Background: an optimization exercise with open tools, aiming at small area, a short achievable clock period and few clock cycles per item. Do not read the settings as production practice.
Function was checked by simulation only, so behaviour that the tests miss may differ from the original.

## lac_mma
module lac_mma (
    input  wire        clk,
    input  wire        rst_n,
    input  wire        in_valid,
    output wire        in_ready,
    input  wire        in_op,
    input  wire [31:0] in_a,
    input  wire [31:0] in_b,
    input  wire [31:0] in_c,
    input  wire [31:0] in_d,
    output reg         out_valid,
    input  wire        out_ready,
    output reg  [31:0] out_data
);
For scale: about 8900 cells after synthesis, ~170 I/O pins, ~67000 um2 of cells after synthesis.
Settings: LEC_CHECK=0, ABC_AREA=1, CAP_MARGIN=20, CORE_MARGIN=2, CORE_UTILIZATION=55, CTS_CLUSTER_DIAMETER=100, CTS_CLUSTER_SIZE=30, SLEW_MARGIN=20; clock period 75.0 ns.
standard.sh (not shown) runs the stock make flow with config.mk's settings and CLKGATE_MAP_FILE= SYNTH_SCRIPT=/design/flow/synth_recipe.tcl, a recipe that flattens the netlist after the stock synthesis.
==> flow/flow/run.sh <==
#!/bin/bash
# The standard layout, with the port buffers made of buf_2 cells instead of
# the delay buffers buffer_ports picks by default. Everything else is
# standard.sh unchanged (synthesis included).
set -euo pipefail
bash standard.sh 'BUFFER_PORTS_ARGS=-buffer_cell sky130_fd_sc_hd__buf_2' finish > standard_flow.log 2>&1
The baseline finished with timing, DRC and antenna clean.
Testbench counts at the start, summed over its fixed seeds: cycles 9,632, items 9,600.
Change:
Settings changed: CORE_UTILIZATION 55 to 40, CTS_CLUSTER_DIAMETER 100 to default, CTS_CLUSTER_SIZE 30 to default.
Result:
- The changed run went through all stages and came out clean
- cell count came out higher by 6.1%
- routed wire length falls by 0.85%
- clock-buffer cell count rises by 27
- core utilization goes down by 15 points
- worst hold slack got worse by 26 ps
- worst setup slack is worse by 39 ps
- non-clock buffer count climbs by 12

---

Another version of the RTL of lac_mma (not shown whole).
Size: roughly 360 flip-flops, about 66000 sq um of cells after synthesis.
Settings: LEC_CHECK=0, ABC_AREA=1, CAP_MARGIN=20, CORE_MARGIN=2, CORE_UTILIZATION=40, SLEW_MARGIN=20; clock period 75.0 ns.
Scripts as last shown in full above: flow/flow/run.sh
Testbench counts at the start, summed over its fixed seeds: cycles 9,632, items 9,600.
Next try:
==> flow/run.sh (new file) <==
#!/bin/bash
# synth_recipe.tcl (not shown) runs the flow's synth.tcl, then flattens the netlist and writes it again
# the make line also repeats each setting of config.mk as NAME=value (left out here)
make -C /OpenROAD-flow-scripts/flow DESIGN_CONFIG=/design/flow/config.mk WORK_HOME=/design/flow/orfs CLKGATE_MAP_FILE= SYNTH_SCRIPT=/design/flow/synth_recipe.tcl finish
removed: flow/flow/run.sh
removed: flow/standard.sh
Effect:
- The new run passed the timing, DRC and antenna checks
- setup slack improved by 0.18 ns
- first-iteration DRC count hardly moves
- count of clock-buffer cells in the layout went down by 1
- register-to-register slack improved by 0.18 ns
- synthesized area is unchanged
- non-clock buffer count went down by 6
- sequential share of layout area went down by 0.16 points
- global-route usage went down by 0.18 points
- die area does not change
- synthesized cell count does not change

---

Setup of before:
lac_mma, a different RTL version from the one above (not shown whole).
Size: about 8500 cells after synthesis, about 360 flip-flops, roughly 170 I/O pins, ~0.066 sq mm of cells after synthesis.
==> flow/config.mk <==
export PLATFORM = sky130hd
export DESIGN_NAME = lac_mma
export DESIGN_NICKNAME = lac_mma
export VERILOG_FILES = /design/flow/design.v
export SDC_FILE = /design/flow/constraint.sdc
export NUM_CORES = 4
export LEC_CHECK = 0
export ABC_AREA = 1
export CAP_MARGIN = 20
export CORE_MARGIN = 2
export CORE_UTILIZATION = 55
export CTS_CLUSTER_DIAMETER = 100
export CTS_CLUSTER_SIZE = 30
export SLEW_MARGIN = 20
==> flow/constraint.sdc <==
create_clock -name core_clock -period 75.0 [get_ports {clk}]
set_input_delay 15.0000 -clock core_clock [delete_from_list [all_inputs] [get_ports {clk}]]
set_output_delay 15.0000 -clock core_clock [all_outputs]
set_load 0.01 [all_outputs]
==> flow/flow/run.sh <==
#!/bin/bash
# The standard layout, with the port buffers made of buf_2 cells instead of
# the delay buffers buffer_ports picks by default. Everything else is
# standard.sh unchanged (synthesis included).
set -euo pipefail
bash standard.sh 'BUFFER_PORTS_ARGS=-buffer_cell sky130_fd_sc_hd__buf_2' finish > standard_flow.log 2>&1
before finished every stage and its layout cleared the timing, DRC and antenna checks.
Testbench counts of before, summed over its fixed seeds: cycles 9,632, items 9,600.
Modified inputs, after compared to before
# before
export LEC_CHECK = 0
export ABC_AREA = 1
export CAP_MARGIN = 20
export CORE_MARGIN = 2
export CORE_UTILIZATION = 55
export CTS_CLUSTER_DIAMETER = 100
export CTS_CLUSTER_SIZE = 30
export SLEW_MARGIN = 20
create_clock -name core_clock -period 75.0 [get_ports {clk}]
# after
export LEC_CHECK = 0
export ABC_AREA = 1
export CAP_MARGIN = 20
export CORE_MARGIN = 2
export CORE_UTILIZATION = 40
export SLEW_MARGIN = 20
create_clock -name core_clock -period 75.0 [get_ports {clk}]
Notes after the runs:
after has completed all stages; timing, DRC and antenna checks passed. From before to after the numbers moved as follows: worst slack at placement went down, relative slew slack now sits higher, number of global-route vias before repair now larger.

## re-timing with driven ports
No port has a modelled driver above. Below, the same layouts with a new extraction and two added sets of constraints.
Step 1 assumes that a clkbuf_16 drives the clock port and a buf_2 every other input.
Step 2, shift: input delay + t, output delay - t, t = (earliest + latest rising clock arrival at the registers) / 2. This alone moves slack from input paths to output paths.
Three values: no drivers, after step 1, after step 2; two values: the first two.
| run | t (ns) | setup slack, ns | hold WS [ns] | worst setup path at the end | cell pins on the clock port's net |
|---|---|---|---|---|---|
| the first run of note 1 | 0.699 | 58.810 / 58.732 / 58.625 | 0.425 / 0.425 / 0.425 | input to register | 1 |
| the second run of note 1 | 0.710 | 58.770 / 58.692 / 58.574 | 0.399 / 0.399 / 0.399 | input to register | 1 |
| the first run of note 2 | 0.766 | 58.070 / 58.070 / 58.070 | 0.408 / 0.408 / 0.408 | register to register | 1 |
| the second run of note 2 | 0.769 | 58.248 / 58.248 / 58.218 | 0.416 / 0.416 / 0.416 | input to register | 1 |
| before | 0.701 | 58.795 / 58.716 / 58.653 | 0.428 / 0.428 / 0.428 | input to register | 1 |
| after | 0.736 | 58.768 / 58.692 / 58.633 | 0.399 / 0.399 / 0.399 | input to register | 1 |
After both steps every run listed still meets setup and hold. For the second run of note 1, which loses most, drivers alone change the setup slack by -0.078 ns; drivers and shift together by -0.196 ns.
